Background: an optimization exercise with open tools, aiming at small area. Do not read the settings as production practice.
The RTL was checked by simulation tests, not by an equivalence proof against the original design.
Power figures rest on the tool's default switching activity, not on a simulated workload.

==> flow/design.v <==
module vgax_core (
    input  wire        clk,
    input  wire        rst,        
    input  wire [2:0]  h_cmd,      
    input  wire [15:0] h_addr,
    input  wire [7:0]  h_wdata,
    output wire [31:0] h_rdata,
    output wire        h_ready,
    output wire        irq_v,
    output wire        irq_h,
    input  wire        iack,
    output wire        hsync,
    output wire        vsync,
    output wire [1:0]  color
);
    localparam FB_SIZE = 240;
    localparam CMD_FBWR  = 3'd3;
    localparam CMD_START = 3'd6;
    localparam CMD_STOP  = 3'd7;
    reg [2:0]  vskip;    
    reg [7:0]  ep;       
    reg [1:0]  rep;
    reg [31:0] et;
    reg        run;
    reg        vpend;
    reg        hpend;
    reg [6:0]  hcnt;     
    reg [6:0]  lcnt;     
    reg        busy;     
    reg [1:0]  color_r;
    reg [7:0] fb [0:FB_SIZE-1];
    assign irq_v   = vpend;
    assign irq_h   = hpend;
    assign hsync   = !(run && hcnt < 7'd12);
    assign vsync   = !(run && lcnt < 7'd2);
    assign h_ready = !rst && !busy && !iack;
    wire [7:0] adr      = busy ? ep : h_addr[7:0];
    wire       in_range = busy || (h_addr[15:8] == 8'd0);
    wire [8*FB_SIZE-1:0] fbq;
    wire [FB_SIZE-1:0]   we;
    wire [7:0]           rbyte;
    wire                 wr = h_ready && h_cmd == CMD_FBWR;
    genvar gi;
    generate
        for (gi = 0; gi < FB_SIZE; gi = gi + 1) begin : fbq_g
            assign fbq[8*gi +: 8] = fb[gi];
        end
    endgenerate
    vgax_fbport u_port (
        .adr(adr), .en(in_range), .wr(wr), .q(fbq), .rd(rbyte), .we(we)
    );
    assign h_rdata = {et[31:8] & {24{h_cmd[0]}}, h_cmd[0] ? et[7:0] : rbyte};
    reg [1:0] smp;
    always @(*) begin
        case ({~hcnt[2], hcnt[1]})
            2'd0: smp = rbyte[7:6];
            2'd1: smp = rbyte[5:4];
            2'd2: smp = rbyte[3:2];
            default: smp = rbyte[1:0];
        endcase
    end
    assign color = color_r;
    wire       emit_smp = busy && (hcnt >= 7'd12) && (hcnt != 7'd108);
    wire h_tick  = run && (hcnt == 7'd127);
    wire v_tick  = h_tick && (lcnt == 7'd89);
    wire entry   = iack && !busy && (vpend || hpend);
    wire v_entry = entry && vpend;
    wire h_entry = entry && !vpend;
    wire h_skip  = (vskip != 3'd0);
    wire h_emit  = !h_skip && (ep != 8'd240);
    wire ep_inc  = busy && (hcnt[2:0] == 3'd3) && (hcnt[6:3] != 4'd1);
    wire cmd_start = h_ready && h_cmd == CMD_START;
    wire cmd_stop  = h_ready && h_cmd == CMD_STOP;
    integer w;
    always @(posedge clk) begin
        for (w = 0; w < FB_SIZE; w = w + 1)
            if (we[w])
                fb[w] <= h_wdata;
    end
    always @(posedge clk) begin
        if (rst) begin
            vskip <= 3'd6;
            ep    <= 8'd0;
            rep   <= 2'd0;
            et    <= 32'd0;
            run   <= 1'b0;
            vpend <= 1'b0;
            hpend <= 1'b0;
            hcnt  <= 7'd0;
            lcnt  <= 7'd0;
            busy  <= 1'b0;
            color_r <= 2'b00;
        end else begin
            color_r <= emit_smp ? smp : 2'b00;
            if (run) begin
                hcnt <= hcnt + 1'b1;
                if (h_tick)
                    lcnt <= v_tick ? 7'd0 : lcnt + 1'b1;
            end
            vpend <= (vpend && !v_entry) || v_tick;
            hpend <= (hpend && !h_entry) || h_tick;
            if (v_entry) begin
                vskip <= 3'd6;
                rep   <= 2'd0;
                ep    <= 8'd0;
                et    <= et + 1'b1;
            end else if (h_entry) begin
                if (h_skip)
                    vskip <= vskip - 1'b1;
                else if (h_emit)
                    busy <= 1'b1;
            end else if (busy && hcnt == 7'd108) begin
                busy <= 1'b0;
                rep  <= rep + 1'b1;
                if (rep != 2'd3)
                    ep <= ep - 8'd12;     
            end else if (ep_inc) begin
                ep <= ep + 1'b1;
            end
            if (cmd_start) begin
                run   <= 1'b1;
                hcnt  <= 7'd0;
                lcnt  <= 7'd0;
                vpend <= 1'b0;
                hpend <= 1'b0;
            end else if (cmd_stop) begin
                run   <= 1'b0;
                vpend <= 1'b0;
                hpend <= 1'b0;
            end
        end
    end
endmodule
module vgax_fbport (
    input  wire [7:0]    adr,
    input  wire          en,
    input  wire          wr,
    input  wire [1919:0] q,
    output reg  [7:0]    rd,
    output reg  [239:0]  we
);
    integer i;
    always @(*) begin
        rd = 8'h00;
        for (i = 0; i < 240; i = i + 1) begin
            we[i] = en && wr && (adr == i);
            rd    = rd | ({8{en && (adr == i)}} & q[8*i +: 8]);
        end
    end
endmodule
Settings: LEC_CHECK=0, CAP_MARGIN=20, CORE_MARGIN=2, CORE_UTILIZATION=40, SLEW_MARGIN=20; clock period 10.0 ns.
standard.sh (not shown) runs the stock make flow with config.mk's settings and CLKGATE_MAP_FILE= SYNTH_SCRIPT=/design/flow/synth_recipe.tcl, a recipe that flattens the netlist after the stock synthesis.
==> flow/flow/run.sh <==
#!/bin/bash
# Layout flow: the standard flow, with
#  - the framebuffer port (module vgax_fbport: one-hot decode, write enables
#    and read mux) mapped by hand (gen_fbport.py) instead of by ABC;
#  - an area-oriented ABC mapping for the rest of the logic (same Yosys
#    script otherwise, so the registers are the standard synthesis's);
#  - a clock tree built from fewer, larger sink clusters, and small port
#    buffers.
set -euo pipefail
W=$(pwd)
F=$W/flow

python3 $F/gen_fbport.py > $W/fbport_gates.v

cat > $W/area_synth.tcl <<EOF
proc synth {args} { yosys synth -nofsm -noshare {*}\$args }
proc abc {args} {
  set i [lsearch -exact \$args -script]
  if {\$i >= 0} {
    set args [lreplace \$args [expr {\$i + 1}] [expr {\$i + 1}] $F/abc_area.script]
  }
  yosys abc {*}\$args
}
source \$::env(SCRIPTS_DIR)/synth.tcl
read_verilog -overwrite $W/fbport_gates.v
hierarchy -top \$::env(DESIGN_NAME)
# left out here: clear keep_hierarchy, flatten, clean up
yosys rename -hide {w:*\$func\$*}
set la {}
foreach f \$::env(LIB_FILES) { lappend la -liberty \$f }
tee -o \$::env(REPORTS_DIR)/synth_stat_final.txt stat {*}\$la
write_verilog -noattr -nohex -nodec \$::env(RESULTS_DIR)/1_2_yosys.v
EOF

CTS="-sink_clustering_enable -repair_clock_nets -dont_use_dummy_load"
CTS="$CTS -sink_clustering_size ${CTS_SIZE:-28} -sink_clustering_max_diameter ${CTS_DIAM:-110}"

bash $W/standard.sh SYNTH_SCRIPT=$W/area_synth.tcl SYNTH_KEEP_MODULES=vgax_fbport \
  "CTS_ARGS=$CTS" "BUFFER_PORTS_ARGS=-buffer_cell sky130_fd_sc_hd__buf_1" \
  ${STAGES:-finish} > $W/standard.log 2>&1
Other scripts of this flow, unchanged in this note and not shown: flow/flow/abc_area.script, flow/flow/gen_fbport.py
Edit:
--- a/flow/design.v
+++ b/flow/design.v
@@ -17,25 +17,27 @@
     localparam CMD_FBWR  = 3'd3;
     localparam CMD_START = 3'd6;
     localparam CMD_STOP  = 3'd7;
     reg [2:0]  vskip;    
     reg [7:0]  ep;       
     reg [1:0]  rep;
-    reg [31:0] et;
+    reg [31:0] etn;      
     reg        run;
     reg        vpend;
     reg        hpend;
     reg [6:0]  hcnt;     
-    reg [6:0]  lcnt;     
+    reg [6:0]  lfsr;     
+    localparam [6:0] LINE0  = 7'b1111111;
+    localparam [6:0] LINE89 = 7'b0111101;
     reg        busy;     
     reg [1:0]  color_r;
     reg [7:0] fb [0:FB_SIZE-1];
     assign irq_v   = vpend;
     assign irq_h   = hpend;
     assign hsync   = !(run && hcnt < 7'd12);
-    assign vsync   = !(run && lcnt < 7'd2);
+    assign vsync   = !(run && lfsr[6:1] == 6'b111111);     
     assign h_ready = !rst && !busy && !iack;
     wire [7:0] adr      = busy ? ep : h_addr[7:0];
     wire       in_range = busy || (h_addr[15:8] == 8'd0);
     wire [8*FB_SIZE-1:0] fbq;
     wire [FB_SIZE-1:0]   we;
     wire [7:0]           rbyte;
@@ -46,26 +48,26 @@
             assign fbq[8*gi +: 8] = fb[gi];
         end
     endgenerate
     vgax_fbport u_port (
         .adr(adr), .en(in_range), .wr(wr), .q(fbq), .rd(rbyte), .we(we)
     );
-    assign h_rdata = {et[31:8] & {24{h_cmd[0]}}, h_cmd[0] ? et[7:0] : rbyte};
+    assign h_rdata = {~etn[31:8] & {24{h_cmd[0]}}, h_cmd[0] ? ~etn[7:0] : rbyte};
     reg [1:0] smp;
     always @(*) begin
         case ({~hcnt[2], hcnt[1]})
             2'd0: smp = rbyte[7:6];
             2'd1: smp = rbyte[5:4];
             2'd2: smp = rbyte[3:2];
             default: smp = rbyte[1:0];
         endcase
     end
     assign color = color_r;
     wire       emit_smp = busy && (hcnt >= 7'd12) && (hcnt != 7'd108);
     wire h_tick  = run && (hcnt == 7'd127);
-    wire v_tick  = h_tick && (lcnt == 7'd89);
+    wire v_tick  = h_tick && (lfsr == LINE89);
     wire entry   = iack && !busy && (vpend || hpend);
     wire v_entry = entry && vpend;
     wire h_entry = entry && !vpend;
     wire h_skip  = (vskip != 3'd0);
     wire h_emit  = !h_skip && (ep != 8'd240);
     wire ep_inc  = busy && (hcnt[2:0] == 3'd3) && (hcnt[6:3] != 4'd1);
@@ -79,34 +81,34 @@
     end
     always @(posedge clk) begin
         if (rst) begin
             vskip <= 3'd6;
             ep    <= 8'd0;
             rep   <= 2'd0;
-            et    <= 32'd0;
+            etn   <= 32'hffffffff;
             run   <= 1'b0;
             vpend <= 1'b0;
             hpend <= 1'b0;
             hcnt  <= 7'd0;
-            lcnt  <= 7'd0;
+            lfsr  <= LINE0;
             busy  <= 1'b0;
             color_r <= 2'b00;
         end else begin
             color_r <= emit_smp ? smp : 2'b00;
             if (run) begin
                 hcnt <= hcnt + 1'b1;
                 if (h_tick)
-                    lcnt <= v_tick ? 7'd0 : lcnt + 1'b1;
+                    lfsr <= v_tick ? LINE0 : {lfsr[5:0], lfsr[6] ^ lfsr[5]};
             end
             vpend <= (vpend && !v_entry) || v_tick;
             hpend <= (hpend && !h_entry) || h_tick;
             if (v_entry) begin
                 vskip <= 3'd6;
                 rep   <= 2'd0;
                 ep    <= 8'd0;
-                et    <= et + 1'b1;
+                etn   <= etn - 1'b1;
             end else if (h_entry) begin
                 if (h_skip)
                     vskip <= vskip - 1'b1;
                 else if (h_emit)
                     busy <= 1'b1;
             end else if (busy && hcnt == 7'd108) begin
@@ -117,13 +119,13 @@
             end else if (ep_inc) begin
                 ep <= ep + 1'b1;
             end
             if (cmd_start) begin
                 run   <= 1'b1;
                 hcnt  <= 7'd0;
-                lcnt  <= 7'd0;
+                lfsr  <= LINE0;
                 vpend <= 1'b0;
                 hpend <= 1'b0;
             end else if (cmd_stop) begin
                 run   <= 1'b0;
                 vpend <= 1'b0;
                 hpend <= 1'b0;
Worst hold slack gets worse by 20 ps.
Clock power is about the same.
Cell area stays flat.
Via count is higher by 1.1%.
Maximum frequency is lower by 2.5%.
Routed wire length climbs by 1.8%.
Utilization hardly moves.

## afterwards: timing with drivers on the ports
The flow's constraints put no driver on any port. The routed layouts listed below were extracted and timed again, unchanged, in two steps.
Step 1 sets driving cells, clkbuf_16 on the clock port and buf_2 on the other inputs (assumed; they add their load-dependent delay and slew).
Step 2 times the ports against the registers' clock, not the clock port: input delays grow and output delays shrink by t, the midpoint of the rising clock arrivals with the driver on.
Three values: ideal, step 1, step 2; two values: the first two.
run | t, ns | setup slack, ns | worst hold slack (ns) | worst setup path after step 2
the first run | 0.776 | 0.832 / 0.806 / 0.806 | 0.488 / 0.488 / 0.488 | input to output
the second run | 0.782 | 0.600 / 0.570 / 0.570 | 0.468 / 0.468 / 0.468 | input to output
After both steps setup and hold are still met in every run listed. For the second run, which loses most, drivers alone change the setup slack by -0.030 ns; drivers and shift together by -0.030 ns.
